Source: an optimization exercise on an open RTL-to-GDS flow (aim: small area, a short achievable clock period and few clock cycles). Production flows keep margins and buffers that such runs may drop.
RTL that was checked went through simulation tests only; none was proved equivalent to the original.
Function not checked in run 1: the RTL went through the layout flow alone.
No activity file was given, so power comes from the tool's default toggle rates.

**flow/design.v**
```verilog
module box_blur_engine (
    input  wire        clk,
    input  wire        rst,
    input  wire        reg_wr,
    input  wire [2:0]  reg_addr,
    input  wire [31:0] reg_wdata,
    output reg  [31:0] reg_rdata,
    output reg         mem_req,
    output reg         mem_we,
    output reg  [15:0] mem_addr,
    output reg  [7:0]  mem_wdata,
    input  wire        mem_ack,
    input  wire [7:0]  mem_rdata,
    output reg         snap_req,
    output reg         snap_we,
    output reg  [13:0] snap_addr,
    output reg  [7:0]  snap_wdata,
    input  wire        snap_ack,
    input  wire [7:0]  snap_rdata
);
    localparam [2:0] S_IDLE = 3'd0,
                     S_MUL  = 3'd1,    
                     S_CHK  = 3'd2,    
                     S_PT   = 3'd3,    
                     S_CP   = 3'd4,    
                     S_BRD  = 3'd5,    
                     S_BHO  = 3'd6,    
                     S_BFIN = 3'd7;    
    reg [31:0] buf_base, buf_len, width, height, param;
    reg        busy, done, ovr;
    reg [3:0]  err;
    reg [2:0]  state;
    reg [1:0]  op;              
    wire op_blur = (op == 2'd0);
    wire op_con  = (op == 2'd2);
    wire op_gray = (op == 2'd3);
    always @* begin
        case (reg_addr)
            3'd1:    reg_rdata = {24'd0, err, 1'b0, ovr, done, busy};
            3'd2:    reg_rdata = buf_base;
            3'd3:    reg_rdata = buf_len;
            3'd4:    reg_rdata = width;
            3'd5:    reg_rdata = height;
            3'd6:    reg_rdata = param;
            default: reg_rdata = 32'd0;
        endcase
    end
    wire c_blur   = (reg_wdata == 32'd1);
    wire c_bright = (reg_wdata == 32'd2);
    wire c_con    = (reg_wdata == 32'd3);
    wire c_gray   = (reg_wdata == 32'd4);
    wire [1:0] op_new = c_blur ? 2'd0 : c_bright ? 2'd1 : c_con ? 2'd2 : 2'd3;
    wire [3:0] q_err =
        !(c_blur | c_bright | c_con | c_gray)                            ? 4'd1 :
        (width[31] | height[31] |
         (c_blur & ((width == 32'd0) | (height == 32'd0))))              ? 4'd2 :
        (c_blur & param[31])                                             ? 4'd3 :
        ((c_bright | c_con) & (&param[30:23]))                           ? 4'd4 : 4'd0;
    reg  signed [33:0] P;
    wire [31:0] acc_n = {1'b0, P[29:0], 1'b0} + (height[bx[4:0]] ? {1'b0, width[30:0]} : 32'd0);
    wire        len_ok   = (buf_len[1:0] == 2'b00) && (P[29:0] == buf_len[31:2]);
    wire [17:0] bsum     = {1'b0, buf_base[16:0]} + {1'b0, buf_len[16:0]};
    wire        buf_bad  = (|buf_base[31:17]) | (|buf_len[31:17]) | (bsum > 18'd65536);
    wire        snap_bad = op_blur & (buf_len[16:0] > 17'd16384);
    reg  [15:0] moff;
    wire [15:0] maddr = buf_base[15:0] + moff;
    wire [7:0]  f_exp = param[30:23];
    wire [23:0] f_man = {(f_exp != 8'd0), param[22:0]};
    wire        sat   = !op_gray && (f_exp >= 8'd135);
    wire [4:0]  sh    = op_gray ? 5'd4 : (f_exp >= 8'd118) ? (5'd6 - f_exp[4:0]) : 5'd16;
    reg  [8:0]  c_e;            
    reg  [1:0]  mac_ch;
    reg         mac_en;
    reg         pcomp;
    wire [8:0]  c_pos  = op_con ? {mem_rdata[7], mem_rdata[7], mem_rdata[6:0]} ^ 9'h180
                                : {1'b0, mem_rdata};
    wire [8:0]  c_op   = (param[31] & !op_gray) ? (~c_pos + 9'd1) : c_pos;
    reg  [23:0] m_sel;
    always @* begin
        if (op_gray) begin
            case (mac_ch)
                2'd0:    m_sel = 24'd313525;
                2'd1:    m_sel = 24'd615515;
                default: m_sel = 24'd119538;
            endcase
        end else begin
            m_sel = f_man;
        end
    end
    wire signed [33:0] mac_prod = $signed(c_e) * $signed({1'b0, m_sel});
    wire signed [33:0] mac_base = (op_gray && mac_ch != 2'd0) ? P : 34'sd0;
    wire signed [17:0] y_sh = $signed(P[33:16]) >>> sh;
    wire signed [18:0] y_z  = $signed({y_sh[17], y_sh}) + (op_con ? 19'sd128 : 19'sd0);
    wire               p_nz = (P != 34'sd0);
    reg  [7:0]  post_out;
    always @* begin
        if (sat) begin
            if (P[33])
                post_out = 8'd0;
            else if (p_nz)
                post_out = 8'd255;
            else
                post_out = op_con ? 8'd128 : 8'd0;
        end else if (y_z[18]) begin
            post_out = 8'd0;
        end else if (|y_z[17:8]) begin
            post_out = 8'd255;
        end else begin
            post_out = y_z[7:0];
        end
    end
    reg  [16:0] rd_off;         
    reg  [15:0] wr_off;         
    reg  [1:0]  rd_ch;          
    reg  [2:0]  oc;             
    reg         slot;           
    reg         hv;             
    wire        rd_more = (rd_off < buf_len[16:0]);
    wire [2:0]  oc_n    = oc + {2'd0, (mem_req & mem_ack & !mem_we)} - {2'd0, (mem_req & mem_ack & mem_we)};
    wire [7:0]  wsel    = (op_gray && wr_off[1:0] != 2'd0) ? d_q[7:0] : post_out;
    wire [16:0] rd_nxt  = rd_off + ((rd_off[1:0] == 2'd2) ? 17'd2 : 17'd1);
    wire [15:0] wr_nxt  = wr_off + ((wr_off[1:0] == 2'd2) ? 16'd2 : 16'd1);
    wire [11:0] rc_c   = (|param[30:12]) ? 12'hfff : param[11:0];  
    wire [12:0] hm1_c  = height[12:0] - 13'd1;
    reg  [11:0] rc;             
    reg         fast;           
    reg  [12:0] wm1, hm1;
    reg  [11:0] bx, by;         
    reg  [1:0]  bch;            
    reg  [12:0] cu;             
    reg  [13:0] colp;           
    reg  [15:0] colq;           
    reg  [15:0] prow;           
    reg  [13:0] row_y0;         
    reg  [12:0] ba;             
    reg  [1:0]  ras;            
    reg  [2:0]  rap;            
    reg  [15:0] outp;           
    reg  [10:0] C;
    reg  [10:0] dl0, dl1, dl2, dl3, dl4, dl5, dl6;
    reg         subm;           
    reg         rstart;         
    reg  [2:0]  p_left;         
    reg         p_first;        
    reg  [12:0] s_left;         
    reg         s_first;        
    reg         sv_left;        
    wire [15:0] w4   = {2'b00, width[11:0], 2'b00};
    wire [12:0] cu1  = cu + 13'd1;
    wire        cu1_in  = (cu < wm1);
    wire        cu1_rs  = (cu < {1'b0, rc});
    wire        bx_ge   = ({1'b0, bx} >= {1'b0, rc});           
    wire        by_ge   = ({1'b0, by} >= {1'b0, rc});
    wire        y_grow  = ({1'b0, by} + {1'b0, rc} < hm1);
    wire [12:0] ba_n    = ba + (y_grow ? 13'd1 : 13'd0) - (by_ge ? 13'd1 : 13'd0);
    wire [1:0]  ras_n   = ras + (by_ge ? 2'd0 : 2'd1);
    wire [2:0]  rap_n   = rap - (y_grow ? 3'd0 : 3'd1);
    wire        last_x  = ({1'b0, bx} == wm1);
    wire        last_y  = ({1'b0, by} == hm1);
    wire        last_p  = last_x && last_y && (bch == 2'd2);
    wire [13:0] colp4   = colp + 14'd4;
    wire [15:0] colq4   = colq + 16'd4;
    wire [13:0] colsub  = colp - {rc[10:0], 3'b100};             
    wire        row_chg = (bch == 2'd2);
    wire [13:0] row_y0n = (row_chg && by_ge) ? (row_y0 + w4[13:0]) : row_y0;
    wire [15:0] prow_n  = row_chg ? (prow + w4) : prow;
    wire [1:0]  bch_n   = row_chg ? 2'd0 : (bch + 2'd1);
    wire [15:0] pass_q  = prow_n + {14'd0, bch_n};
    wire [13:0] pass_p  = {row_y0n[13:2], bch_n};
    wire [10:0] tapn    = (rc[1:0] == 2'd1) ? dl1 : (rc[1:0] == 2'd2) ? dl3 : dl5;
    wire        in_bl   = (state == S_BRD);
    wire        p_ack   = mem_req && mem_ack && !mem_we;
    wire        s_ack   = snap_req && snap_ack && !snap_we;
    wire        p_free  = !mem_req || mem_ack;
    wire        s_free  = !snap_req || snap_ack;
    wire        cap     = in_bl && p_ack && p_first;             
    wire [19:0] xp      = (in_bl && p_ack) ? {12'd0, mem_rdata} : 20'd0;
    wire [19:0] xs      = (in_bl && s_ack) ? (subm ? (20'd0 - {12'd0, snap_rdata}) : {12'd0, snap_rdata}) : 20'd0;
    wire [19:0] S_fin   = P[19:0] + xp + xs;
    wire [19:0] S_tap   = P[19:0] - ((fast && bx_ge) ? {9'd0, tapn} : 20'd0);
    wire [19:0] S_nxt   = S_tap + xp + xs;
    wire [10:0] C_fin   = C + xp[10:0] + xs[10:0];
    wire        col_done = in_bl && (p_left == 3'd0) && !(mem_req && !mem_we && !mem_ack)
                           && (s_left == 13'd0) && !sv_left && s_free;
    wire [12:0] N_pl    = P[32:20] + ba;
    wire [12:0] N_mi    = P[32:20] - ba;
    wire [12:0] N_fin   = col_done ? (subm ? N_mi : N_pl) : P[32:20];
    wire        more    = subm ? (cu <= wm1) : (rstart && cu1_rs && cu1_in);
    wire        step_end = (state == S_BHO) || (col_done && !more);
    reg         d_busy, d_done;
    reg  [1:0]  d_cnt;
    reg  [11:0] d_rem;
    reg  [8:0]  d_q;
    reg  [12:0] d_div;
    reg  [11:0] dr [0:3];
    reg  [8:0]  dq [0:3];
    reg  [13:0] dt;
    integer k;
    always @* begin
        dr[0] = d_rem;
        dq[0] = d_q;
        for (k = 0; k < 3; k = k + 1) begin
            dt        = {1'b0, dr[k], dq[k][8]} - {1'b0, d_div};
            dr[k + 1] = dt[13] ? {dr[k][10:0], dq[k][8]} : dt[11:0];
            dq[k + 1] = {dq[k][7:0], ~dt[13]};
        end
    end
    wire        d_last   = d_busy && (d_cnt == 2'd2);
    wire        wr_pend  = d_last || d_done;
    wire        div_free = (!d_busy && !d_done) || (wr_pend && p_free);
    wire        handoff  = step_end && div_free;
    reg         nc, nc_sub, adv, pst;
    always @* begin
        adv    = (col_done && more && !subm) || (handoff && !last_x);
        pst    = handoff && last_x && !last_p;
        nc     = col_done && more;
        nc_sub = 1'b0;
        if (handoff) begin
            if (!last_x) begin
                if (fast) begin
                    nc = cu1_in;
                end else if (bx_ge) begin
                    nc     = 1'b1;
                    nc_sub = 1'b1;
                end else begin
                    nc = cu1_in;
                end
            end else begin
                nc = !last_p;
            end
        end
    end
    wire [13:0] colp_n  = pst ? pass_p : adv ? colp4 : colp;
    wire [15:0] colq_n  = pst ? pass_q : adv ? colq4 : colq;
    wire [2:0]  p_cnt   = !fast ? 3'd0 : (pst && row_chg) ? rap_n : rap;
    wire [12:0] s_cnt   = fast ? {11'd0, (pst && row_chg) ? ras_n : ras} : (pst && row_chg) ? ba_n : ba;
    wire [2:0]  p_left_e  = nc ? p_cnt : p_left;
    wire [15:0] pix_e     = nc ? colq_n : rd_off[15:0];
    wire [12:0] s_left_e  = nc ? s_cnt : s_left;
    wire        sv_e      = nc ? fast : sv_left;
    wire        s_first_e = nc | s_first;
    wire        hv_e      = hv && !nc;
    wire [13:0] s_base    = nc ? colp_n : (subm ? colsub : colp);
    wire [13:0] s_addr_e  = s_first_e ? s_base : (snap_addr + w4[13:0]);
    wire        s_rd_go   = (s_left_e != 13'd0) && !(nc && nc_sub);
    wire        s_sv_go   = (s_left_e == 13'd0) && sv_e && (hv_e || cap);
    task finish(input [3:0] code);
        begin
            busy     <= 1'b0;
            done     <= 1'b1;
            err      <= code;
            state    <= S_IDLE;
            mem_req  <= 1'b0;
            snap_req <= 1'b0;
        end
    endtask
    always @* begin
        if (state == S_PT && !slot)
            moff = wr_off;
        else
            moff = rd_off[15:0];
    end
    always @(posedge clk) begin
        mac_en <= 1'b0;
        pcomp  <= mac_en && (mac_ch == 2'd2);
        if (mac_en)
            P <= mac_base + mac_prod;
        if (pcomp)
            d_q[7:0] <= post_out;
        if (rst) begin
            buf_base   <= 32'd0;
            buf_len    <= 32'd0;
            width      <= 32'd0;
            height     <= 32'd0;
            param      <= 32'd0;
            busy       <= 1'b0;
            done       <= 1'b0;
            ovr        <= 1'b0;
            err        <= 4'd0;
            state      <= S_IDLE;
            mem_req    <= 1'b0;
            mem_we     <= 1'b0;
            snap_req   <= 1'b0;
            snap_we    <= 1'b0;
            d_busy     <= 1'b0;
            d_done     <= 1'b0;
        end else begin
            if (reg_wr) begin
                if (reg_addr == 3'd1) begin
                    if (reg_wdata[2])
                        ovr <= 1'b0;
                end else if (busy) begin
                    ovr <= 1'b1;
                end else begin
                    case (reg_addr)
                        3'd0: begin
                            op   <= op_new;
                            done <= (q_err != 4'd0);
                            err  <= q_err;
                            if (q_err == 4'd0) begin
                                busy  <= 1'b1;
                                state <= S_MUL;
                                P     <= 34'sd0;
                                bx[4:0]    <= (height[30:5] == 26'd0) ? 5'd4 : 5'd30;
                            end
                        end
                        3'd2: buf_base <= reg_wdata;
                        3'd3: buf_len  <= reg_wdata;
                        3'd4: width    <= reg_wdata;
                        3'd5: height   <= reg_wdata;
                        3'd6: param    <= reg_wdata;
                        default: ;
                    endcase
                end
            end
            if (d_busy) begin
                d_rem <= dr[3];
                d_q   <= dq[3];
                d_cnt <= d_cnt + 2'd1;
                if (d_last) begin
                    d_busy <= 1'b0;
                    d_done <= !p_free;
                end
            end
            if (state == S_BRD || state == S_BHO || state == S_BFIN) begin
                if (p_free) begin
                    if (wr_pend) begin
                        mem_req   <= 1'b1;
                        mem_we    <= 1'b1;
                        mem_addr  <= wr_off;
                        mem_wdata <= d_last ? dq[3][7:0] : d_q[7:0];
                        d_done    <= 1'b0;
                    end else begin
                        mem_req <= 1'b0;
                    end
                end
            end
            case (state)
                S_IDLE: ;
                S_MUL: begin
                    P  <= {2'b00, acc_n};
                    bx[4:0] <= bx[4:0] - 5'd1;
                    if (acc_n[31:30] != 2'b00)
                        finish(4'd5);
                    else if (bx[4:0] == 5'd0)
                        state <= S_CHK;
                end
                S_CHK: begin
                    rd_off <= 17'd0;
                    wr_off <= 16'd0;
                    oc     <= 3'd0;
                    slot   <= 1'b1;
                    hv     <= 1'b0;
                    bx     <= 12'd0;
                    by     <= 12'd0;
                    bch    <= 2'd0;
                    cu     <= 13'd0;
                    colp   <= 14'd0;
                    colq   <= buf_base[15:0];
                    prow   <= buf_base[15:0];
                    outp   <= buf_base[15:0];
                    row_y0 <= 14'd0;
                    rstart <= 1'b1;
                    subm   <= 1'b0;
                    P[19:0]      <= 20'd0;
                    C      <= 11'd0;
                    P[32:20]      <= 13'd0;
                    rc     <= rc_c;
                    fast   <= (param[30:2] == 29'd0);
                    wm1    <= width[12:0] - 13'd1;
                    hm1    <= hm1_c;
                    ba     <= (hm1_c < {1'b0, rc_c}) ? height[12:0] : ({1'b0, rc_c} + 13'd1);
                    ras    <= 2'd0;
                    rap    <= (hm1_c < {1'b0, rc_c}) ? height[2:0] : ({1'b0, rc_c[1:0]} + 3'd1);
                    p_left <= 3'd0;
                    p_first <= 1'b1;
                    s_first <= 1'b1;
                    sv_left <= 1'b0;
                    if (!len_ok)
                        finish(4'd5);
                    else if (buf_bad)
                        finish(4'd6);
                    else if (snap_bad)
                        finish(4'd7);
                    else if (buf_len[16:0] == 17'd0)
                        finish(4'd0);
                    else if (op_blur) begin
                        if (param[30:0] == 31'd0 || (width[12:0] == 13'd1 && height[12:0] == 13'd1))
                            finish(4'd0);
                        else if (param[30:2] == 29'd0) begin
                            state   <= S_BRD;
                            p_left  <= (hm1_c < {1'b0, rc_c}) ? height[2:0] : ({1'b0, rc_c[1:0]} + 3'd1);
                            rd_off[15:0]   <= buf_base[15:0];
                            s_left  <= 13'd0;
                            sv_left <= 1'b1;
                        end else begin
                            state    <= S_CP;
                            mem_req  <= 1'b1;
                            mem_we   <= 1'b0;
                            mem_addr <= buf_base[15:0];
                            rd_off   <= 17'd1;
                        end
                    end else begin
                        state <= S_PT;
                    end
                end
                S_PT: begin
                    if (p_free) begin
                        if (mem_req && !mem_we) begin
                            c_e    <= c_op;
                            mac_ch <= rd_ch;
                            mac_en <= 1'b1;
                        end
                        oc   <= oc_n;
                        slot <= !slot;
                        if (!rd_more && oc_n == 3'd0) begin
                            finish(4'd0);
                        end else if (slot) begin
                            if (rd_more) begin
                                mem_req  <= 1'b1;
                                mem_we   <= 1'b0;
                                mem_addr <= maddr;
                                rd_ch    <= rd_off[1:0];
                                rd_off   <= rd_nxt;
                            end else begin
                                mem_req <= 1'b0;
                            end
                        end else begin
                            if ((op_gray ? (oc_n > 3'd3) : (oc_n > 3'd1)) || (!rd_more && oc_n != 3'd0)) begin
                                mem_req   <= 1'b1;
                                mem_we    <= 1'b1;
                                mem_addr  <= maddr;
                                mem_wdata <= wsel;
                                wr_off    <= wr_nxt;
                            end else begin
                                mem_req <= 1'b0;
                            end
                        end
                    end
                end
                S_CP: begin
                    if (snap_req && !snap_ack) begin
                        if (mem_req && mem_ack) begin
                            hv <= 1'b1;
                            c_e[7:0] <= mem_rdata;
                        end
                    end else if (hv || (mem_req && mem_ack)) begin
                        snap_req   <= 1'b1;
                        snap_we    <= 1'b1;
                        snap_addr  <= wr_off[13:0];
                        snap_wdata <= hv ? c_e[7:0] : mem_rdata;
                        wr_off     <= wr_nxt;
                        hv         <= 1'b0;
                    end else begin
                        snap_req <= 1'b0;
                    end
                    if (p_free) begin
                        if (rd_more && !(hv || (snap_req && !snap_ack && mem_req && mem_ack))) begin
                            mem_req  <= 1'b1;
                            mem_addr <= maddr;
                            rd_off   <= rd_nxt;
                        end else begin
                            mem_req <= 1'b0;
                        end
                    end
                    if (!mem_req && !rd_more && !hv && !snap_req) begin
                        state  <= S_BRD;
                        s_left <= ba;
                    end
                end
                S_BRD, S_BHO: begin
                    if (in_bl && (p_ack || s_ack)) begin
                        P[19:0] <= S_fin;
                        C <= C_fin;
                    end
                    P[32:20] <= N_fin;
                    if (cap) begin
                        c_e[7:0]      <= mem_rdata;
                        hv      <= 1'b1;
                        p_first <= 1'b0;
                    end
                    if (col_done && more && !subm) begin
                        if (fast) begin
                            dl0 <= C_fin;
                            dl1 <= dl0; dl2 <= dl1; dl3 <= dl2;
                            dl4 <= dl3; dl5 <= dl4; dl6 <= dl5;
                        end
                    end
                    if (step_end) begin
                        if (!handoff) begin
                            state <= S_BHO;
                        end else begin
                            d_rem  <= {1'b0, S_fin[19:9]};
                            d_q    <= S_fin[8:0];
                            d_div  <= N_fin;
                            wr_off  <= outp;
                            d_cnt  <= 2'd0;
                            d_busy <= 1'b1;
                            d_done <= 1'b0;
                            if (fast) begin
                                dl0 <= in_bl ? C_fin : C;
                                dl1 <= dl0; dl2 <= dl1; dl3 <= dl2;
                                dl4 <= dl3; dl5 <= dl4; dl6 <= dl5;
                            end
                            rstart <= 1'b0;
                            state  <= nc ? S_BRD : S_BHO;
                            if (!last_x) begin
                                bx   <= bx + 12'd1;
                                outp <= outp + 16'd4;
                                if (fast) begin
                                    P[19:0] <= S_nxt;
                                    P[32:20] <= !bx_ge ? N_fin : (col_done ? P[32:20] : N_mi);
                                end else begin
                                    P[19:0] <= S_fin;
                                end
                            end else if (!last_p) begin
                                bx     <= 12'd0;
                                P[19:0]      <= 20'd0;
                                P[32:20]      <= 13'd0;
                                rstart <= 1'b1;
                                bch    <= bch_n;
                                outp   <= pass_q;
                                prow   <= prow_n;
                                row_y0 <= row_y0n;
                                if (row_chg) begin
                                    by  <= by + 12'd1;
                                    ba  <= ba_n;
                                    ras <= ras_n;
                                    rap <= rap_n;
                                end
                            end else begin
                                state <= S_BFIN;
                            end
                        end
                    end
                    if (adv)
                        cu <= cu1;
                    if (pst)
                        cu <= 13'd0;
                    colp <= colp_n;
                    colq <= colq_n;
                    if (nc) begin
                        subm    <= nc_sub;
                        C       <= 11'd0;
                        p_first <= 1'b1;
                        hv      <= 1'b0;
                    end
                    if (p_free && !wr_pend) begin
                        if (p_left_e != 3'd0) begin
                            mem_req  <= 1'b1;
                            mem_we   <= 1'b0;
                            mem_addr <= pix_e;
                            rd_off[15:0]    <= pix_e + w4;
                            p_left   <= p_left_e - 3'd1;
                        end else begin
                            mem_req <= 1'b0;
                            p_left  <= p_left_e;
                        end
                    end else begin
                        p_left <= p_left_e;
                        rd_off[15:0]  <= pix_e;
                    end
                    if (s_free) begin
                        if (s_rd_go) begin
                            snap_req  <= 1'b1;
                            snap_we   <= 1'b0;
                            snap_addr <= s_addr_e;
                            s_left    <= s_left_e - 13'd1;
                            s_first   <= 1'b0;
                            sv_left   <= sv_e;
                        end else if (s_sv_go) begin
                            snap_req   <= 1'b1;
                            snap_we    <= 1'b1;
                            snap_addr  <= s_addr_e;
                            snap_wdata <= hv_e ? c_e[7:0] : mem_rdata;
                            s_left     <= s_left_e;
                            s_first    <= 1'b0;
                            sv_left    <= 1'b0;
                        end else begin
                            snap_req <= 1'b0;
                            s_left   <= s_left_e;
                            s_first  <= s_first_e;
                            sv_left  <= sv_e;
                        end
                    end else begin
                        s_left  <= s_left_e;
                        s_first <= s_first_e;
                        sv_left <= sv_e;
                    end
                end
                S_BFIN: begin
                    if (!d_busy && !d_done && p_free)
                        finish(4'd0);
                end
                default: state <= S_IDLE;
            endcase
        end
    end
endmodule
```
**flow/flow/run.sh**
```bash
#!/bin/bash
# Standard layout (the standard.sh: ORFS synth .. finish, unchanged synthesis),
# with the resizer asked to keep a larger setup margin at the design's clock.
set -o pipefail
bash standard.sh SETUP_SLACK_MARGIN=6.2 finish > flow_make.log 2>&1
```
**flow/standard.sh**
```bash
#!/bin/bash
# synth_recipe.tcl (not shown) runs the flow's synth.tcl, then flattens the netlist and writes it again
# the make line also repeats each setting of config.mk as NAME=value (left out here)
make -C /OpenROAD-flow-scripts/flow DESIGN_CONFIG=/design/flow/config.mk WORK_HOME=/design/flow/orfs CLKGATE_MAP_FILE= SYNTH_SCRIPT=/design/flow/synth_recipe.tcl "${@:-finish}"
```
**flow/config.mk**
```make
export PLATFORM = sky130hd
export DESIGN_NAME = box_blur_engine
export DESIGN_NICKNAME = box_blur_engine
export VERILOG_FILES = /design/flow/design.v
export SDC_FILE = /design/flow/constraint.sdc
export NUM_CORES = 4
export LEC_CHECK = 0
export CAP_MARGIN = 20
export CORE_MARGIN = 2
export CORE_UTILIZATION = 40
export SLEW_MARGIN = 20
```
**flow/constraint.sdc**
```tcl
create_clock -name core_clock -period 13.0 [get_ports {clk}]
set_input_delay 2.6000 -clock core_clock [delete_from_list [all_inputs] [get_ports {clk}]]
set_output_delay 2.6000 -clock core_clock [all_outputs]
set_load 0.01 [all_outputs]
```
==> metrics.md, run 1 <==
| Metric | Value |
|---|---|
| Run status | finished clean |
| First-pass GRT wire length | 366,000 um |
| Routed Antenna Nets | 0 |
| Synth Register Bits | 615 |
| Placed Instances | 9,122 |
| Worst path required time | 13.40 ns |
| Most common cell after layout, fill and taps aside | nand2_1 |
| Max-cap violations | 0 |
| Die height | 391 um |
| Arrival time worst endpoint | 7.28 ns |
| Nets | 8,191 |
| DRC | 0 |
| Vias/cell | 6.10 |
| Final WL | 253,000 um |
| Post-Syn Instances | 7,180 |
| DR vias | 57,800 |
| Leakage | 29.2 nW |
| Final HPWL from detailed placement | 187,000 um |
| Power Density | 80.2 nW/um^2 |
| Pre-CTS setup slack | 4.21 ns |
| Slew margin rel. | 0.217 |
| Cell area after synthesis | 60,000 um^2 |
| YS warnings | 3 |
| Worst-Margin Slew | 1.16 ns |
| EDFF count, synth | 408 |
| Fillers | 14,400 |
| Clk slew on worst S/H paths | 0.06 ns |
| Layout cells sized above 1 | 0.119 |
| Buffers on Ports | 137 |
| Pre-antenna DRT Iters | 7 |
| H-tree depth | 3 |
| Avg Synthesized Cell Area | 8.36 um^2 |
| Hold WC Path Type | register to register |
| DR WL/cell | 26.7 um |
| Max IR drop VDD | 80.0 uV |
| Flop2flop setup slack | 6.11 ns |
| Largest net degree at the start of global routing | 75 |
| Clk sink count | 615 |
| Overall power | 5.63 mW |
| Width of the die | 391 um |
| Sequential area share after synthesis | 0.273 |
| CTS tree | built |
| Final setup viols | 0 |
| Core Area | 149,000 um^2 |
| Initial DRC count | 7,095 |
| Tmin final | 6.89 ns |
| Final Max Tran Viols | 0 |
| Fin cells | 9,482 |
| FP Rows | 142 |
| Post-synth top flop | edfxtp_1 |
| GR Overflow Total | 0 |
| Root Buffer | clkbuf_16 |
| Die area | 153,000 um^2 |
| Max clock buf depth | 3 |
| Worst Skew | 0.0335 ns |
| Critical Path Sink Type | register |
| Gpl congestion | 1.03 |
| Crit path launch type | register |
| Post-CTS Hold Buffers | 0 |
| CTS buffer count | 74 |
| PnR worst setup slack | 6.11 ns |
| Initial core utilization | 0.402 |
| Post-Syn Nets | 7,974 |
| Commonest cells after routing, fill and taps aside | nand2_1, nor2_1, a21oi_1, inv_1, ha_1 |
| RSZ-0062 raised after global routing | yes |
| Max Clock Freq | 145 MHz |
| Fin. Hold Viols | 0 |
| Async set or reset register ratio after synthesis | 0 |
| Worst Path Max Fanout | 8 |
| Setup_tns | 0 ns |
| Initial antenna violation count | 17 |
| WS Path Type | register to register |
| Num ports | 138 |
| Worst-Skew Late Latency | 0.69 ns |
| P&R area growth vs syn | 17.0% |
| Synth unique cells | 103 |
| Fin crit share | 0.530 |
| Total GRT Usage | 0.320 |
| Vias in the first global route | 54,500 |
worst max-delay path, stage by stage, from the launching register on:
cell      delay, ns
edfxtp_1       0.38
buf_12         0.14
nand2_8        0.11
buf_16         0.17
buf_12         0.13
a21o_4         0.26
and2_4         0.18
fa_1           0.54
inv_2          0.04
fa_1           0.50
fa_1           0.55
inv_2          0.05
fa_1           0.49
inv_2          0.04
fa_1           0.49
inv_2          0.05
ha_4           0.28
nor2_2         0.04
or3_4          0.39
or3_4          0.41
a32oi_4        0.32
a21oi_2        0.14
a31oi_4        0.21
a21o_1         0.18
a21oi_1        0.09
xnor2_1        0.14
a31oi_1        0.20
o21ai_1        0.09
state kept, by name, indices dropped and copies added (netlist names), 17 cells and up:
signal    count
P            34
buf_base     32
buf_len      32
height       32
param        32
width        32
rd_off       17
power breakdown:
group / internal (mW) / switching [mW] / total, mW
registers: 2.12 / 0.0888 / 2.20
clock network: 1.21 / 0.906 / 2.11
logic: 0.521 / 0.790 / 1.31
total: 3.84 / 1.78 / 5.63
stage by stage:
step | area (um^2) | util | hold slack (ns)
4_1_cts | 68700 | 0.460 | 0.418
5_1_grt | 70200 | 0.470 | 0.439
6_report | 70200 | 0.470 | 0.417
3_5_place_dp | 64000 | 0.428 | 0.405
2_1_floorplan | 60400 | - | 0.400
3_3_place_gp | 64000 | 0.428 | 0.407
final timing paths:
| path | depth (start not counted) | startpoint | endpoint |
|---|---|---|---|
| worst min register to register | 0 | rd_ch[1] | mac_ch[1] |
| worst max register to register | 27 | op[1] | P[31] |
| worst max-delay path | 27 | op[1] | P[31] |
| worst min-delay path | 0 | rd_ch[1] | mac_ch[1] |
per-layer routing:
layer / up-vias / GRT usage / part of all wire
li1: 25900 / - / -
met1: 28100 / 0.422 / 0.40
met2: 3078 / 0.493 / 0.44
met3: 692 / 0.0575 / 0.094
met4: 8 / 0.183 / 0.064
met5: - / 0 / 0.00020
Yosys cell counts, types with 23 or more instances:
cell,count,share of area
nand2_1,1097,0.069
nor2_1,573,0.036
a21oi_1,559,0.047
ha_1,499,0.10
inv_1,496,0.031
edfxtp_1,408,0.20
o21ai_0,329,0.027
clkbuf_1,303,0.019
xnor2_1,266,0.039
fa_1,239,0.080
dfxtp_1,207,0.069
xor2_1,175,0.026
mux2i_1,162,0.027
nor3_1,148,0.012
nand3_1,129,0.011
a21o_1,109,0.014
and2_1,106,0.011
nor2b_1,91,0.0095
a211oi_1,84,0.011
and3_1,80,0.0083
nand2b_1,71,0.0074
nor4_1,69,0.0072
o22ai_1,64,0.0067
mux2_2,61,0.011
a31oi_1,59,0.0061
o21bai_1,54,0.0068
o211ai_1,51,0.0064
a221o_1,47,0.0078
or3_1,43,0.0045
nand4_1,42,0.0044
o21a_1,40,0.0050
o221ai_1,34,0.0050
or2_2,34,0.0035
a22o_1,32,0.0047
buf_1,31,0.0019
o31ai_1,28,0.0035
nor3b_1,23,0.0029
kinds of logic after synthesis:
group	synth area share
buffers and inverters	0.0531
XOR/XNOR	0.0643
flip-flops	0.273
AO/OA/AOI/OAI	0.186
AND/OR/NAND/NOR	0.197
adder cells (fa/ha/maj)	0.184
multiplexers	0.0428
final cells by class:
class	count	area [um^2]	area share
Multi-Input combinational cell	5729	42300	0.602
Tap cell	2016	2520	0.0359
Sequential cell	615	16400	0.234
Inverter	498	1880	0.0267
Clock buffer	111	2160	0.0307
Timing Repair Buffer	479	4730	0.0674
Antenna cell	11	27.5	0.000392
Clock inverter	23	206	0.00294
timing repair:
item                       CTS  global route
pin swaps                   97            66
hold endpoints to repair     0             0
buffers inserted           122            67
gates resized for setup    212           195
setup endpoints to repair  162           115
cloned                      19             7
==> run 2, diff against run 1 <==
--- a/flow/design.v
+++ b/flow/design.v
@@ -57,6 +57,9 @@
         (c_blur & param[31])                                             ? 4'd3 :
         ((c_bright | c_con) & (&param[30:23]))                           ? 4'd4 : 4'd0;
     reg  signed [33:0] P;
+    reg         mul_init, mul_run, mul_ovf;    
+    wire [4:0]  mi_start = (height[30:5] == 26'd0) ? 5'd4 : 5'd30;
+    wire [4:0]  mi_wr    = (reg_wdata[30:5] == 26'd0) ? 5'd4 : 5'd30;
     wire [31:0] acc_n = {1'b0, P[29:0], 1'b0} + (height[bx[4:0]] ? {1'b0, width[30:0]} : 32'd0);
     wire        len_ok   = (buf_len[1:0] == 2'b00) && (P[29:0] == buf_len[31:2]);
     wire [17:0] bsum     = {1'b0, buf_base[16:0]} + {1'b0, buf_len[16:0]};
@@ -248,6 +251,7 @@
         begin
             busy     <= 1'b0;
             done     <= 1'b1;
+            mul_init <= 1'b1;
             err      <= code;
             state    <= S_IDLE;
             mem_req  <= 1'b0;
@@ -278,6 +282,8 @@
             ovr        <= 1'b0;
             err        <= 4'd0;
             state      <= S_IDLE;
+            mul_init   <= 1'b1;
+            mul_run    <= 1'b0;
             mem_req    <= 1'b0;
             mem_we     <= 1'b0;
             snap_req   <= 1'b0;
@@ -285,6 +291,22 @@
             d_busy     <= 1'b0;
             d_done     <= 1'b0;
         end else begin
+            if (mul_init) begin
+                P        <= 34'sd0;
+                bx[4:0]  <= mi_start;
+                mul_run  <= 1'b1;
+                mul_ovf  <= 1'b0;
+                mul_init <= 1'b0;
+            end else if (mul_run && (state == S_IDLE || state == S_MUL)) begin
+                P       <= {2'b00, acc_n};
+                bx[4:0] <= bx[4:0] - 5'd1;
+                if (acc_n[31:30] != 2'b00) begin
+                    mul_ovf <= 1'b1;
+                    mul_run <= 1'b0;
+                end else if (bx[4:0] == 5'd0) begin
+                    mul_run <= 1'b0;
+                end
+            end
             if (reg_wr) begin
                 if (reg_addr == 3'd1) begin
                     if (reg_wdata[2])
@@ -299,15 +321,23 @@
                             err  <= q_err;
                             if (q_err == 4'd0) begin
                                 busy  <= 1'b1;
-                                state <= S_MUL;
-                                P     <= 34'sd0;
-                                bx[4:0]    <= (height[30:5] == 26'd0) ? 5'd4 : 5'd30;
+                                state <= (mul_run || mul_init) ? S_MUL : S_CHK;
                             end
                         end
                         3'd2: buf_base <= reg_wdata;
                         3'd3: buf_len  <= reg_wdata;
                         3'd4: width    <= reg_wdata;
                         3'd5: height   <= reg_wdata;
+                        default: ;
+                    endcase
+                    if (reg_addr == 3'd4 || reg_addr == 3'd5) begin
+                        P        <= 34'sd0;
+                        bx[4:0]  <= (reg_addr == 3'd5) ? mi_wr : mi_start;
+                        mul_run  <= 1'b1;
+                        mul_ovf  <= 1'b0;
+                        mul_init <= 1'b0;
+                    end
+                    case (reg_addr)
                         3'd6: param    <= reg_wdata;
                         default: ;
                     endcase
@@ -338,11 +368,7 @@
             case (state)
                 S_IDLE: ;
                 S_MUL: begin
-                    P  <= {2'b00, acc_n};
-                    bx[4:0] <= bx[4:0] - 5'd1;
-                    if (acc_n[31:30] != 2'b00)
-                        finish(4'd5);
-                    else if (bx[4:0] == 5'd0)
+                    if (!mul_run && !mul_init)
                         state <= S_CHK;
                 end
                 S_CHK: begin
@@ -376,7 +402,7 @@
                     p_first <= 1'b1;
                     s_first <= 1'b1;
                     sv_left <= 1'b0;
-                    if (!len_ok)
+                    if (mul_ovf || !len_ok)
                         finish(4'd5);
                     else if (buf_bad)
                         finish(4'd6);
@@ -426,7 +452,7 @@
                                 mem_req <= 1'b0;
                             end
                         end else begin
-                            if ((op_gray ? (oc_n > 3'd3) : (oc_n > 3'd1)) || (!rd_more && oc_n != 3'd0)) begin
+                            if ((op_gray ? (oc_n > 3'd3) : (oc_n > 3'd1)) || (!rd_more && oc_n != 3'd0 && !(mem_req && !mem_we) && !mac_en)) begin
                                 mem_req   <= 1'b1;
                                 mem_we    <= 1'b1;
                                 mem_addr  <= maddr;
==> flow/run.sh (new file) <==
#!/bin/bash
# synth_recipe.tcl (not shown) runs the flow's synth.tcl, then flattens the netlist and writes it again
# the make line also repeats each setting of config.mk as NAME=value (left out here)
make -C /OpenROAD-flow-scripts/flow DESIGN_CONFIG=/design/flow/config.mk WORK_HOME=/design/flow/orfs CLKGATE_MAP_FILE= SYNTH_SCRIPT=/design/flow/synth_recipe.tcl finish
--- a/flow/config.mk
+++ b/flow/config.mk
@@ -8,4 +8,5 @@
 export CAP_MARGIN = 20
 export CORE_MARGIN = 2
 export CORE_UTILIZATION = 40
+export SETUP_SLACK_MARGIN = 5
 export SLEW_MARGIN = 20
removed: flow/flow/run.sh
removed: flow/standard.sh
==> metrics.md, run 2 <==
| Metric | Value |
|---|---|
| Hold WC Path Type | register to register |
| Max IR drop VDD | 105 uV (+31%) |
| P&R area growth vs syn | 11.7% |
| Routed Antenna Nets | 0 (unchanged) |
| Pre-antenna DRT Iters | 6 (-1) |
| Power Density | 90.4 nW/um^2 (+13%) |
| Vias in the first global route | 55,300 (+1.5%) |
| CTS buffer count | 80 (+8.1%) |
| Fillers | 14,900 (+4.1%) |
| Final HPWL from detailed placement | 194,000 um (+3.7%) |
| Core Area | 152,000 um^2 (+1.7%) |
| Register area | 16,500 um^2 (+0.41%) |
| Worst Skew | 0.0449 ns (+0.0114 ns) |
| Post-synth top flop | edfxtp_1 |
| WS Path Type | input pin to output port |
| Crit path launch type | input pin |
| Worst-Skew Late Latency | 0.72 ns (+0.03 ns) |
| Async set or reset register ratio after synthesis | 0 (unchanged) |
| Cell area after synthesis | 61,200 um^2 (+1.9%) |
| Slew margin rel. | 0.181 (-0.0366) |
| Nets | 8,110 (-0.99%) |
| Most numerous cell in the Yosys netlist | nand2_1 |
| RSZ-0062 raised after global routing | no |
| Die height | 395 um (+0.95%) |
| Layout cells sized above 1 | 0.0795 (-0.0391) |
| Final setup viols | 0 (unchanged) |
| Most common cell after layout, fill and taps aside | nand2_1 |
| EDFF count, synth | 409 (+0.25%) |
| Final WL | 252,000 um (-0.35%) |
| Gpl congestion | 1.01 (-2.3%) |
| Buffers on Ports | 137 (unchanged) |
| Post-Syn Instances | 7,267 (+1.2%) |
| DR WL/cell | 26.8 um (+0.40%) |
| Placed Instances | 9,237 (+1.3%) |
| Die area | 156,000 um^2 (+1.9%) |
| Overall power | 6.18 mW (+9.8%) |
| Initial antenna violation count | 8 (-9) |
| Total GRT Usage | 0.315 (-0.00547) |
| Arrival time worst endpoint | 5.30 ns (-1.98 ns) |
| Leading area contributor after synthesis | edfxtp_1 |
| Clk sink count | 618 (+0.49%) |
| Max FFs per register | 34 (unchanged) |
| Largest Register | P |
| Initial core utilization | 0.403 (+0.00104) |
| Post-Syn Nets | 8,064 (+1.1%) |
| Fin crit share | 0.607 (+0.0777) |
| Worst Path Max Fanout | 44 (+36) |
| DRC | 0 (unchanged) |
| Fin. Hold Viols | 0 (unchanged) |
| Initial DRC count | 6,277 (-12%) |
| Max clock buf depth | 3 (unchanged) |
| Largest net degree at the start of global routing | 172 (+130%) |
| Multi-input combinational cell area | 41,900 um^2 (-0.84%) |
| Clk slew on worst S/H paths | 0.06 ns (about the same) |
| Fin cells | 9,411 (-0.75%) |
| First-pass GRT wire length | 370,000 um (+1.1%) |
| Worst path required time | 10.40 ns (-3.00 ns) |
| Root Buffer | clkbuf_16 |
| DR vias | 57,900 (+0.19%) |
| Final Util | 0.450 (-0.0201) |
| Synth cell count leaders | nand2_1, a21oi_1, nor2_1 |
| Width of the die | 395 um (+0.95%) |
| Sequential area share after synthesis | 0.269 (-0.00401) |
| Setup_tns | 0 ns (unchanged) |
| Max-cap violations | 0 (unchanged) |
| Leakage | 27.9 nW (-4.4%) |
| Num ports | 138 (unchanged) |
| FP Rows | 143 (+0.70%) |
| Top post-synthesis cells by area | edfxtp_1, ha_1, fa_1 |
| Commonest cells after routing, fill and taps aside | nand2_1, a21oi_1, nor2_1, inv_1, ha_1 |
| Yosys top cell area share | 0.201 (-0.00336) |
| Synth unique cells | 100 (-2.9%) |
| H-tree depth | 3 (unchanged) |
| Synth Register Bits | 618 (+0.49%) |
| Worst-Margin Slew | 1.22 ns (+0.0528 ns) |
| Avg Synthesized Cell Area | 8.42 um^2 (+0.71%) |
| YS warnings | 3 (unchanged) |
| Max Clock Freq | 127 MHz (-13%) |
| CTS tree | built |
| Critical Path Sink Type | output port |
| Final Max Tran Viols | 0 (unchanged) |
| GR Overflow Total | 0 (unchanged) |
| Run status | finished clean |
| Tmin final | 7.90 ns (+1.01 ns) |
| Vias/cell | 6.15 (+0.95%) |
## run 2: cell types whose count changed in the layout (fill, tap and decap cells not counted), moves of 34 or more
cell / change
a21oi_1: +69
buf_4: -113
xor2_1: +40
nor2_1: +42
nand2_1: -144
a211oi_1: +37
o21ai_0: +38
nor3_1: +35
mux2_2: +78
xnor2_1: -34
## run 2: final timing paths
| path | startpoint | endpoint | slack (ns) | depth (start not counted) |
|---|---|---|---|---|
| max | reg_addr[1] | reg_rdata[3] | 5.10 | 7 |
| min | rd_ch[1] | mac_ch[1] | 0.45 | 0 |
| max reg2reg | op[1] | P[31] | 5.25 | 23 |
| min reg2reg | rd_ch[1] | mac_ch[1] | 0.45 | 0 |
## run 2: kinds of logic after synthesis
kind of cell | after synthesis | share of synthesized area
xor+xnor | 441 | 0.0631
buf+inv | 862 | 0.0533
flops | 618 | 0.269
compound gates | 1827 | 0.192
simple gates | 2477 | 0.187
fa+ha+maj | 741 | 0.181
mux | 301 | 0.0544
## run 2: per-stage QoR
stage,area (um^2),hold slack [ns],setup slack [ns]
2_1_floorplan,61200,0.400,5.01
4_1_cts,68000,0.442,4.94
3_5_place_dp,65200,0.437,3.55
5_1_grt,68300,0.479,4.99
6_report,68300,0.454,5.10
3_3_place_gp,65200,0.452,3.52
## run 2: worst max-delay path: stages
cell and delay, ns:
clkdlybuf4s50_1 0.45, buf_4 0.41, nand2_1 0.16, nor2_2 0.47
buf_4 0.33, a221o_1 0.26, clkdlybuf4s50_1 0.57
## run 2: layout make-up
cell class,instances,share of cell area
Multi-Input combinational cell,5788,0.614
Sequential cell,618,0.241
Timing Repair Buffer,316,0.0410
Tap cell,2030,0.0372
Clock buffer,106,0.0325
Inverter,509,0.0280
Clock inverter,38,0.00635
Antenna cell,6,0.000220
## run 2: routing by layer
layer	global-route usage	routed length [um]
met1	0.403	101000
met4	0.176	16800
met5	0	286
met3	0.0659	23300
met2	0.493	111000
## run 2: report_power, final
group / switching (mW) / internal, mW / total [mW]
Sequential: 0.120 / 2.17 / 2.29
Clock: 1.00 / 1.31 / 2.32
Combinational: 0.992 / 0.576 / 1.57
## run 2: repair_timing
action                                  in CTS  in global routing
gates resized for setup                     25                 53
endpoints found under the setup margin     106                 87
hold buffers                                 0                  0
buffers inserted                            13                  9
pin swaps                                    7                  4
gates cloned                                 0                  1
Testbench counts of run 2, summed over its fixed seeds: cycles 104,281.
==> run 3, diff against run 2 <==
==> flow/flow/run.sh (new file) <==
#!/bin/bash
# Standard layout (the standard.sh: ORFS synth .. finish, unchanged synthesis),
# with the resizer asked to keep a larger setup margin at the design's clock.
set -o pipefail
bash standard.sh SETUP_SLACK_MARGIN=7.0 finish > flow_make.log 2>&1
==> flow/standard.sh (new file) <==
#!/bin/bash
# synth_recipe.tcl (not shown) runs the flow's synth.tcl, then flattens the netlist and writes it again
# the make line also repeats each setting of config.mk as NAME=value (left out here)
make -C /OpenROAD-flow-scripts/flow DESIGN_CONFIG=/design/flow/config.mk WORK_HOME=/design/flow/orfs CLKGATE_MAP_FILE= SYNTH_SCRIPT=/design/flow/synth_recipe.tcl "${@:-finish}"
--- a/flow/config.mk
+++ b/flow/config.mk
@@ -8,5 +8,4 @@
 export CAP_MARGIN = 20
 export CORE_MARGIN = 2
 export CORE_UTILIZATION = 40
-export SETUP_SLACK_MARGIN = 5
 export SLEW_MARGIN = 20
removed: flow/run.sh
==> metrics.md, run 3 <==
| Metric | Value |
|---|---|
| CP max stage delay | 0.56 ns (about the same) |
| FP Rows | 143 (unchanged) |
| DRC | 0 (unchanged) |
| Gpl congestion | 0.994 (-1.4%) |
| Synth Area in XOR/XNOR | 0.0631 (unchanged) |
| Setup crit start | op[1] |
| Initial core utilization | 0.403 (unchanged) |
| Most common cell after layout, fill and taps aside | nand2_1 |
| Setup_tns | 0 ns (unchanged) |
| Post-synth top flop | edfxtp_1 |
| Worst path required time | 13.43 ns (+3.03 ns) |
| Sequential area share after synthesis | 0.269 (unchanged) |
| Leakage | 30.4 nW (+9.1%) |
| Synth Area in Compound Gates | 0.192 (unchanged) |
| Synth cell count leaders | nand2_1, a21oi_1, nor2_1 |
| Critical path endpoint | P[31] |
| EDFF count, synth | 409 (unchanged) |
| GR Overflow Total | 0 (unchanged) |
| Clk sink count | 618 (unchanged) |
| Layout cells sized above 1 | 0.186 (+0.107) |
| Max Clock Freq | 144 MHz (+14%) |
| Synth unique cells | 100 (unchanged) |
| Critical Path Slowest Stage Cell | fa_1 |
| Vias in the first global route | 57,200 (+3.4%) |
| Worst Skew | 0.0707 ns (+0.0258 ns) |
| Avg Synthesized Cell Area | 8.42 um^2 (unchanged) |
| DR WL/cell | 27.7 um (+3.3%) |
| Hold WC Path Type | register to register |
| Crit path launch type | register |
| RSZ-0062 raised after global routing | yes |
| Post-Synth Adder-Cell Area | 0.181 (unchanged) |
| Worst Path Max Fanout | 5 (-89%) |
| First-pass GRT wire length | 386,000 um (+4.5%) |
| Worst-Skew Late Latency | 0.74 ns (+0.02 ns) |
| Final setup viols | 0 (unchanged) |
| YS warnings | 3 (unchanged) |
| Most numerous cell in the Yosys netlist | nand2_1 |
| Die height | 395 um (unchanged) |
| DR vias | 60,200 (+3.9%) |
| Fin crit share | 0.534 (-0.0731) |
| Fin area | 74,900 um^2 (+9.6%) |
| Async set or reset register ratio after synthesis | 0 (unchanged) |
| Worst r2r dst | P[31] |
| Crit path top cell by count | buf_4 |
| Root Buffer | clkbuf_16 |
| Pre-antenna DRT Iters | 6 (unchanged) |
| Final WL | 269,000 um (+6.6%) |
| Flop2flop setup slack | 6.05 ns (+0.80 ns) |
| Post-Syn Nets | 8,064 (unchanged) |
| Leading area contributor after synthesis | edfxtp_1 |
| Die area | 156,000 um^2 (unchanged) |
| Simple-gate portion of the synthesized area | 0.187 (unchanged) |
| H-tree depth | 3 (unchanged) |
| FF-to-FF Start | op[1] |
| Nets | 8,406 (+3.6%) |
| Final HPWL from detailed placement | 198,000 um (+2.1%) |
| Largest Register | P |
| Initial DRC count | 6,344 (+1.1%) |
| Max FFs per register | 34 (unchanged) |
| Max clock buf depth | 3 (unchanged) |
| Routed Antenna Nets | 0 (unchanged) |
| Largest net degree at the start of global routing | 170 (-1.2%) |
| Top post-synthesis cells by area | edfxtp_1, ha_1, fa_1 |
| Multiplexer share of the synthesized area | 0.0544 (unchanged) |
| Yosys top cell area share | 0.201 (unchanged) |
| Post-CTS Hold Buffers | 0 (unchanged) |
| WS Path Type | register to register |
| Power Density | 86.7 nW/um^2 (-4.0%) |
| Post-DP Area | 66,200 um^2 (+1.6%) |
| CTS tree | built |
| Vias/cell | 6.20 (+0.75%) |
| Fin. Hold Viols | 0 (unchanged) |
| CTS buffer count | 79 (-1.3%) |
| Tmin final | 6.95 ns (-0.950 ns) |
| Worst-Margin Slew | 1.17 ns (-0.0458 ns) |
| Width of the die | 395 um (unchanged) |
| Total GRT Usage | 0.331 (+0.0159) |
| Buffers on Ports | 137 (unchanged) |
| Max IR drop VDD | 87.5 uV (-17%) |
| Num ports | 138 (unchanged) |
| Max-cap violations | 0 (unchanged) |
| Clk slew on worst S/H paths | 0.06 ns (about the same) |
| Run status | finished clean |
| Slew margin rel. | 0.220 (+0.0391) |
| Synth Register Bits | 618 (unchanged) |
| Initial antenna violation count | 18 (+10) |
| Main combinational cell family by area after synthesis | compound AO/OA/AOI/OAI gates |
| Commonest cells after routing, fill and taps aside | nand2_1, nor2_1, a21oi_1, inv_1, ha_1 |
| Post-Syn Instances | 7,267 (unchanged) |
| Cells on worst reg2reg path | 33 (+43%) |
| Core Area | 152,000 um^2 (unchanged) |
| P&R area growth vs syn | 22.4% |
| Cell area after synthesis | 61,200 um^2 (unchanged) |
| Arrival time worst endpoint | 7.37 ns (+2.07 ns) |
| Critical Path Sink Type | register |
| Final Max Tran Viols | 0 (unchanged) |
## run 3: cell counts after synthesis
No cell type changed its count.
## run 3: worst min-delay path by stage
stage                       from      endpoint  slack [ns]  cells after the start
floorplan               rd_ch[0]     mac_ch[0]        0.40                      0
global placement        param[4]      param[4]        0.45                      2
detailed placement      param[4]      param[4]        0.46                      2
CTS                     param[8]      param[8]        0.47                      2
global route        buf_base[22]  buf_base[22]        0.50                      2
finish                  param[8]      param[8]        0.47                      2
## run 3: per-stage QoR
step                hold WS, ns  worst slack, ns  total power [mW]  instances  utilization
floorplan                 0.400             6.20              3.35       7267            -
global placement          0.445             4.58              3.88       9224        0.436
detailed placement        0.463             4.47              3.89       9225        0.436
CTS                       0.472             6.18              6.36       9598        0.479
global route              0.498             5.92              6.70       9704        0.493
finish                    0.466             6.05              6.50       9708        0.493
## run 3: kinds of logic after synthesis
family / count (synthesis)
compound gates: 1827
mux: 301
buf+inv: 862
simple gates: 2477
xor+xnor: 441
fa+ha+maj: 741
flops: 618
## run 3: final cells by class
type                            count  area, um^2
Fill cell                       14400       77000
Timing Repair Buffer              601        5740
Sequential cell                   618       16500
Clock buffer                       99        2180
Inverter                          509        1960
Tap cell                         2030        2540
Clock inverter                     47         543
Multi-Input combinational cell   5800       45500
Antenna cell                        4        10.0
## run 3: report_power, final
part	switching (mW)	internal (mW)	total, mW
sequential	0.135	2.17	2.31
clock	1.01	1.34	2.36
combinational	1.10	0.736	1.83
total	2.24	4.25	6.50
## run 3: timing repair
action | CTS | global route
pin swaps | 213 | 219
resized for setup | 561 | 282
gates cloned | 21 | 5
setup endpoints to repair | 377 | 181
setup buffers | 206 | 101
## run 3: worst max-delay path, delay by kind of cell, from the launching register on
kind	cells	cell delay, ns
AO/OA/AOI/OAI	5	0.92
AND/OR/NAND/NOR	5	1.06
buffers and inverters	18	2.25
flip-flops	1	0.50
adder cells (fa/ha/maj)	4	1.55
multiplexers	1	0.38
## run 3: routing by layer
layer,GRT usage,wire length [um]
met1,0.422,105000
met2,0.511,119000
met3,0.0687,25800
met4,0.202,19600
met5,0,173
==> run 4, diff against run 3 <==
==> flow/flow/run.sh (replaced) <==
#!/bin/bash
# Standard layout (the standard.sh: ORFS synth .. finish, unchanged synthesis),
# with the resizer asked to keep a larger setup margin at the design's clock.
set -o pipefail
bash standard.sh SETUP_SLACK_MARGIN=6.2 finish > flow_make.log 2>&1
==> metrics.md, run 4 <==
| Metric | Value |
|---|---|
| Run status | finished clean |
| Die area | 156,000 um^2 (unchanged) |
| Flop2flop setup slack | 6.05 ns (about the same) |
| Worst Path Max Fanout | 7 (+2) |
| Worst-Skew Late Latency | 0.74 ns (about the same) |
| CTS buffer count | 79 (unchanged) |
| Initial core utilization | 0.403 (unchanged) |
| Max clock buf depth | 3 (unchanged) |
| Fin. Hold Viols | 0 (unchanged) |
| Buffers on Ports | 137 (unchanged) |
| Largest Register | P |
| Leakage | 29.7 nW (-2.4%) |
| Synth cell count leaders | nand2_1, a21oi_1, nor2_1 |
| Crit path launch type | register |
| Synth Register Bits | 618 (unchanged) |
| Post-Syn Instances | 7,267 (unchanged) |
| Worst r2r dst | P[31] |
| Total GRT Usage | 0.325 (-0.00591) |
| Yosys top cell area share | 0.201 (unchanged) |
| Top post-synthesis cells by area | edfxtp_1, ha_1, fa_1 |
| Final WL | 263,000 um (-2.3%) |
| Register area | 16,500 um^2 (about the same) |
| Avg Synthesized Cell Area | 8.42 um^2 (unchanged) |
| Cells on worst reg2reg path | 25 (-24%) |
| Synth Area in Compound Gates | 0.192 (unchanged) |
| CTS tree | built |
| Multi-input combinational cell area | 43,600 um^2 (-4.0%) |
| Initial antenna violation count | 15 (-3) |
| H-tree depth | 3 (unchanged) |
| Max FFs per register | 34 (unchanged) |
| Tmin final | 6.95 ns (+0.00149 ns) |
| Most numerous cell in the Yosys netlist | nand2_1 |
| Largest net degree at the start of global routing | 75 (-56%) |
| Critical path endpoint | P[31] |
| Synth Area in XOR/XNOR | 0.0631 (unchanged) |
| Worst path required time | 13.47 ns (+0.04 ns) |
| Fin crit share | 0.534 (about the same) |
| YS warnings | 3 (unchanged) |
| Most common cell after layout, fill and taps aside | nand2_1 |
| Post-CTS Hold Buffers | 0 (unchanged) |
| FF-to-FF Start | mac_ch[0] |
| WS Path Type | register to register |
| Post-Synth Adder-Cell Area | 0.181 (unchanged) |
| Final setup viols | 0 (unchanged) |
| Nets | 8,333 (-0.87%) |
| Async set or reset register ratio after synthesis | 0 (unchanged) |
| Worst Skew | 0.0637 ns (-0.00694 ns) |
| Vias/cell | 6.21 (+0.15%) |
| First-pass GRT wire length | 380,000 um (-1.6%) |
| DR vias | 59,800 (-0.57%) |
| Arrival time worst endpoint | 7.42 ns (+0.05 ns) |
| FP Rows | 143 (unchanged) |
| Pre-CTS setup slack | 4.39 ns (-0.0748 ns) |
| PnR worst setup slack | 6.05 ns (-0.00149 ns) |
| Layout cells sized above 1 | 0.142 (-0.0440) |
| Post-Syn Nets | 8,064 (unchanged) |
| Fin cells | 9,638 (-0.72%) |
| DRC | 0 (unchanged) |
| Max IR drop VDD | 119 uV (+36%) |
| Routed Antenna Nets | 0 (unchanged) |
| Setup crit start | mac_ch[0] |
| Post-synth top flop | edfxtp_1 |
| DR WL/cell | 27.3 um (-1.6%) |
| Num ports | 138 (unchanged) |
| Setup_tns | 0 ns (unchanged) |
| Leading area contributor after synthesis | edfxtp_1 |
| Slew margin rel. | 0.219 (-0.00117) |
| Clk slew on worst S/H paths | 0.06 ns (about the same) |
| Main combinational cell family by area after synthesis | compound AO/OA/AOI/OAI gates |
| Final Max Tran Viols | 0 (unchanged) |
| Final HPWL from detailed placement | 195,000 um (-1.3%) |
| Max-cap violations | 0 (unchanged) |
| Critical Path Sink Type | register |
| Cell area after synthesis | 61,200 um^2 (unchanged) |
| RSZ-0062 raised after global routing | yes |
| Worst-Margin Slew | 1.17 ns (-0.00526 ns) |
| Vias in the first global route | 56,900 (-0.51%) |
| Simple-gate portion of the synthesized area | 0.187 (unchanged) |
| EDFF count, synth | 409 (unchanged) |
| Die height | 395 um (unchanged) |
| Hold WC Path Type | register to register |
| Gpl congestion | 1.03 (+3.9%) |
| Width of the die | 395 um (unchanged) |
| Root Buffer | clkbuf_16 |
| Fillers | 14,600 (+1.4%) |
| Multiplexer share of the synthesized area | 0.0544 (unchanged) |
| GR Overflow Total | 0 (unchanged) |
| P&R area growth vs syn | 18.0% |
| Sequential area share after synthesis | 0.269 (unchanged) |
| Clk sink count | 618 (unchanged) |
| Max Clock Freq | 144 MHz (about the same) |
| Synth unique cells | 100 (unchanged) |
| Commonest cells after routing, fill and taps aside | nand2_1, nor2_1, a21oi_1, inv_1, ha_1 |
| Power Density | 87.3 nW/um^2 (+0.70%) |
| Pre-antenna DRT Iters | 7 (+1) |
| Placed Instances | 9,233 (+0.087%) |
| Initial DRC count | 6,981 (+10%) |
| Core Area | 152,000 um^2 (unchanged) |
-- run 4: how the worst min path moves through the flow --
stage	start	to	slack [ns]	cells after the start
after global placement	rd_ch[1]	mac_ch[1]	0.44	0
after CTS	rd_ch[1]	mac_ch[1]	0.45	0
final	rd_ch[0]	mac_ch[0]	0.46	0
after floorplan	rd_ch[0]	mac_ch[0]	0.40	0
after detailed placement	rd_ch[0]	mac_ch[0]	0.43	0
after global routing	rd_ch[1]	mac_ch[1]	0.46	0
-- run 4: layer usage --
layer,wire (um),GRT usage,part of all wire,up-vias
met5,66,0,0.00025,-
met4,18600,0.189,0.071,12
met3,26500,0.0665,0.10,869
met2,115000,0.507,0.44,3368
met1,102000,0.415,0.39,29100
li1,-,-,-,26500
-- run 4: worst max-delay path, cell delays in order, from the launching register on --
cell and delay [ns]:
edfxtp_1 0.41, buf_12 0.17, buf_8 0.12, nor3b_4 0.17, buf_4 0.14, nor2_4 0.27
buf_6 0.16, nand2_4 0.04, fa_2 0.56, inv_2 0.04, fa_1 0.49, inv_2 0.04
fa_1 0.51, inv_2 0.05, fa_1 0.46, fa_1 0.53, ha_4 0.21, or3_4 0.33
o211a_4 0.29, o31ai_4 0.23, mux2_4 0.37, a22oi_2 0.19, a21oi_2 0.09, nand2_2 0.17
a211oi_2 0.07, or4_1 0.55
-- run 4: cells by family (layout without fill, tap and decap cells) --
logic type,Yosys count,count (layout)
adders and majority gates,741,741
other,0,7
DFF,618,618
buffers and inverters,862,1187
AOI/OAI and AO/OA,1827,1831
and+or+nand+nor,2477,2482
xor gates and xnor gates,441,441
muxes,301,301
-- run 4: power breakdown --
part | switching [mW] | internal (mW) | leakage (nW)
Combinational | 1.04 | 0.679 | 22.9
Clock | 0.999 | 1.28 | 1.28
Sequential | 0.137 | 2.17 | 5.51
-- run 4: area by class of cell --
cell class              instances  area share
well taps                    2030      0.0352
clock buffers                 105      0.0309
repair buffers                532      0.0689
diodes                          7    0.000243
multi-input cells            5796       0.604
clock inverters                41     0.00549
inverters                     509      0.0267
flip-flops and latches        618       0.228
-- run 4: timing repair --
action | CTS | global route
buffers inserted | 163 | 68
gates resized for setup | 303 | 222
setup endpoints to repair | 228 | 98
pin swaps | 107 | 175
gates cloned | 19 | 0
-- run 4: through the flow --
step / hold slack (ns) / power (mW) / area, um^2 / utilization
finish: 0.456 / 6.30 / 72200 / 0.475
global route: 0.457 / 6.50 / 72200 / 0.475
CTS: 0.452 / 6.18 / 70700 / 0.465
detailed placement: 0.434 / 3.82 / 65300 / 0.430
global placement: 0.441 / 3.80 / 65300 / 0.430
floorplan: 0.400 / 3.29 / 61500 / -
==> run 5, diff against run 4 <==
--- a/flow/config.mk
+++ b/flow/config.mk
@@ -7,5 +7,5 @@
 export LEC_CHECK = 0
 export CAP_MARGIN = 20
 export CORE_MARGIN = 2
-export CORE_UTILIZATION = 40
+export CORE_UTILIZATION = 65
 export SLEW_MARGIN = 20
==> metrics.md, run 5 <==
| Metric | Value |
|---|---|
| Avg Synthesized Cell Area | 8.42 um^2 (unchanged) |
| DRC | 0 (unchanged) |
| Flop2flop setup slack | 5.83 ns (-0.22 ns) |
| Initial DRC count | 9,742 (+40%) |
| Die height | 311 um (-21%) |
| Max Used Layer | met5 |
| Final HPWL from detailed placement | 182,000 um (-6.9%) |
| Final setup viols | 0 (unchanged) |
| CTS buffer count | 73 (-7.6%) |
| Largest net degree at the start of global routing | 104 (+39%) |
| Post-Syn Nets | 8,064 (unchanged) |
| Pre-antenna DRT Iters | 10 (+3) |
| Slew margin rel. | 0.177 (-0.0420) |
| Largest Register | P |
| Most numerous cell in the Yosys netlist | nand2_1 |
| FF-to-FF Start | rc[0] |
| Fin crit share | 0.551 (+0.0167) |
| Max FFs per register | 34 (unchanged) |
| Clk slew on worst S/H paths | 0.06 ns (about the same) |
| DR WL/cell | 29.1 um (+6.7%) |
| Root Buffer | clkbuf_16 |
| Layout cells sized above 1 | 0.139 (-0.00272) |
| Synth Register Bits | 618 (unchanged) |
| Routed Antenna Nets | 0 (unchanged) |
| Worst r2r dst | snap_addr[0] |
| Worst-Skew Late Latency | 0.69 ns (-0.05 ns) |
| Run status | finished clean |
| First-pass GRT wire length | 365,000 um (-4.0%) |
| DR WL met2 | 105,000 um (-8.9%) |
| Buffers on Ports | 137 (unchanged) |
| Async set or reset register ratio after synthesis | 0 (unchanged) |
| Critical Path Sink Type | register |
| Pint | 4.10 mW (-0.76%) |
| Max IR drop VDD | 87.6 uV (-27%) |
| YS warnings | 3 (unchanged) |
| Comb pwr share | 0.284 (+0.012) |
| Switch share | 0.345 (+0.000839) |
| DR vias | 62,500 (+4.5%) |
| Commonest cells after routing, fill and taps aside | nand2_1, nor2_1, a21oi_1, inv_1, ha_1 |
| FP Rows | 112 (-22%) |
| Clock power frac | 0.350 (-0.012) |
| Worst-Margin Slew | 1.23 ns (+0.0655 ns) |
| Max clock buf depth | 3 (unchanged) |
| Setup_tns | 0 ns (unchanged) |
| Power Density | 88.2 nW/um^2 (+1.0%) |
| Initial core utilization | 0.656 (+0.253) |
| Worst hold margin | 0.472 ns (+0.0164 ns) |
| Tmin final | 7.17 ns (+0.217 ns) |
| WS Path Type | register to register |
| P&R area growth vs syn | 16.1% |
| Seq pwr share | 0.367 (about the same) |
| Sw power | 2.16 mW (-0.39%) |
| RSZ-0062 raised after global routing | yes |
| Worst path required time | 13.38 ns (-0.09 ns) |
| EDFF count, synth | 409 (unchanged) |
| Crit path launch type | register |
| Critical Path Slowest Stage Cell | fa_2 |
| CP max stage delay | 0.56 ns (about the same) |
| Num ports | 138 (unchanged) |
| Fin. Hold Viols | 0 (unchanged) |
| Arrival time worst endpoint | 7.54 ns (+0.12 ns) |
| Leading area contributor after synthesis | edfxtp_1 |
| Synth unique cells | 100 (unchanged) |
| Max-cap violations | 0 (unchanged) |
| Final WL | 257,000 um (-2.2%) |
| Total GRT Usage | 0.499 (+0.175) |
| Clk sink count | 618 (unchanged) |
| Top post-synthesis cells by area | edfxtp_1, ha_1, fa_1 |
| Vias/cell | 7.08 (+14%) |
| Post-Syn Instances | 7,267 (unchanged) |
| Cells on worst reg2reg path | 33 (+32%) |
| CTS tree | built |
| Sequential area share after synthesis | 0.269 (unchanged) |
| Most common cell after layout, fill and taps aside | nand2_1 |
| Worst Skew | 0.0448 ns (-0.0190 ns) |
| Die area | 96,600 um^2 (-38%) |
| Width of the die | 311 um (-21%) |
| Vias in the first global route | 58,200 (+2.3%) |
| Nets | 8,314 (-0.23%) |
| GR Overflow Total | 0 (unchanged) |
| Post-synth top flop | edfxtp_1 |
| Fillers | 6,712 (-54%) |
| Hold WC Path Type | register to register |
| Synth cell count leaders | nand2_1, a21oi_1, nor2_1 |
| Met3 Wirelength | 36,700 um (+39%) |
| Core Area | 93,300 um^2 (-39%) |
| HP Start | width[6] |
| Hold path endpoint | width[6] |
| Yosys top cell area share | 0.201 (unchanged) |
| Crit path top cell by count | o21a_1 |
| Post-CTS Hold Buffers | 0 (unchanged) |
| Final Max Tran Viols | 0 (unchanged) |
| Leakage | 29.6 nW (-0.30%) |
| Worst Path Max Fanout | 3 (-4) |
| H-tree depth | 3 (unchanged) |
| Max Clock Freq | 140 MHz (-3.0%) |
| Cell area after synthesis | 61,200 um^2 (unchanged) |
| Gpl congestion | 1.07 (+4.0%) |
| WL met1 | 86,800 um (-15%) |
| Hold depth | 2 (+2) |
| Initial antenna violation count | 10 (-5) |
-- run 5: cell counts after synthesis --
Identical to the previous run, type by type.
-- run 5: how the worst max path moves through the flow --
| stage | from | slack, ns | cells past startpoint | end |
|---|---|---|---|---|
| 6_report | rc[0] | 5.83 | 33 | snap_addr[0] |
| 5_1_grt | d_div[1] | 5.74 | 38 | mem_wdata[0] |
| 4_1_cts | rc[0] | 6.12 | 34 | snap_addr[4] |
| 3_5_place_dp | mem_ack | 4.43 | 17 | snap_addr[13] |
| 3_3_place_gp | snap_ack | 4.55 | 17 | snap_addr[13] |
| 2_1_floorplan | snap_ack | 6.16 | 18 | snap_addr[10] |
-- run 5: cell families after synthesis --
kind of cell | synth area share
AND/OR/NAND/NOR | 0.187
AO/OA/AOI/OAI | 0.192
buffers and inverters | 0.0533
adder cells (fa/ha/maj) | 0.181
flip-flops | 0.269
XOR/XNOR | 0.0631
multiplexers | 0.0544
-- run 5: what timing repair did --
action                                  CTS  global route
hold endpoints to repair                  0             0
pin swaps                                78           198
gates resized for setup                 264           296
gates cloned                             14             5
setup buffers                           119            93
endpoints found under the setup margin  174            96
-- run 5: worst max-delay path: cells and delay by family (launching register included) --
kind	cells	cell delay, ns
and+or+nand+nor	5	0.88
buffers and inverters	4	0.45
adders and majority gates	6	1.93
muxes	3	0.56
DFF	1	0.43
AOI/OAI and AO/OA	15	2.60
-- run 5: routing by layer --
| metal | global-route usage | vias to the layer above |
|---|---|---|
| met4 | 0.417 | 14 |
| met5 | 0 | - |
| li1 | - | 26400 |
| met2 | 0.722 | 5134 |
| met1 | 0.612 | 29400 |
| met3 | 0.151 | 1611 |
-- run 5: per-stage QoR --
| step | cells | cell area (um^2) | utilization | power, mW | setup WS [ns] |
|---|---|---|---|---|---|
| 6_report | 8830 | 71000 | 0.761 | 6.26 | 5.83 |
| 4_1_cts | 8725 | 68900 | 0.738 | 6.01 | 6.12 |
| 3_3_place_gp | 8463 | 64300 | 0.689 | 3.77 | 4.55 |
| 3_5_place_dp | 8464 | 64300 | 0.689 | 3.80 | 4.43 |
| 5_1_grt | 8824 | 71000 | 0.761 | 6.40 | 5.74 |
| 2_1_floorplan | 7267 | 61500 | - | 3.29 | 6.16 |
-- run 5: area by class of cell --
class | instances | area [um^2] | share of cell area
tap | 1254 | 1570 | 0.0221
sequential | 618 | 16500 | 0.232
clock inverter | 38 | 424 | 0.00597
clock buffer | 90 | 2020 | 0.0284
timing repair buffer | 520 | 4870 | 0.0686
antenna | 6 | 15.0 | 0.000211
inverter | 509 | 1940 | 0.0273
multi-input combinational | 5795 | 43700 | 0.616
-- run 5: power by group through the flow --
stage               sequential (mW)  combinational [mW]  clock, mW
finish                         2.30                1.78       2.19
global route                   2.29                1.87       2.24
CTS                            2.28                1.56       2.16
detailed placement             2.33                1.48          0
floorplan                      2.27                1.01          0
global placement               2.33                1.45          0

[afterwards: timing with drivers on the ports]
Ports are ideal in the flow. The routed layouts listed here were re-timed in OpenROAD. Step 1 assumes that a clkbuf_16 drives the clock port and a buf_2 every other input. Step 2, shift: input delay + t, output delay - t, t = (earliest + latest rising clock arrival at the registers) / 2. This alone moves slack from input paths to output paths. Slacks: no drivers / after step 1 / after step 2; pairs: no drivers / after step 1.
run	t, ns	slack for setup (ns)	pins driven straight from the clock port
run 1	0.752	6.114 / 6.114 / 5.566	1
run 2	0.782	5.103 / 5.074 / 4.438	1
run 3	0.786	6.053 / 6.053 / 5.724	1
run 4	0.787	6.052 / 6.052 / 5.579	1
run 5	0.750	5.835 / 5.835 / 5.630	1
After both steps setup and hold are still met in every run listed. The setup slack of run 2, which loses most, moves by -0.029 ns with the drivers and by -0.665 ns with both steps.
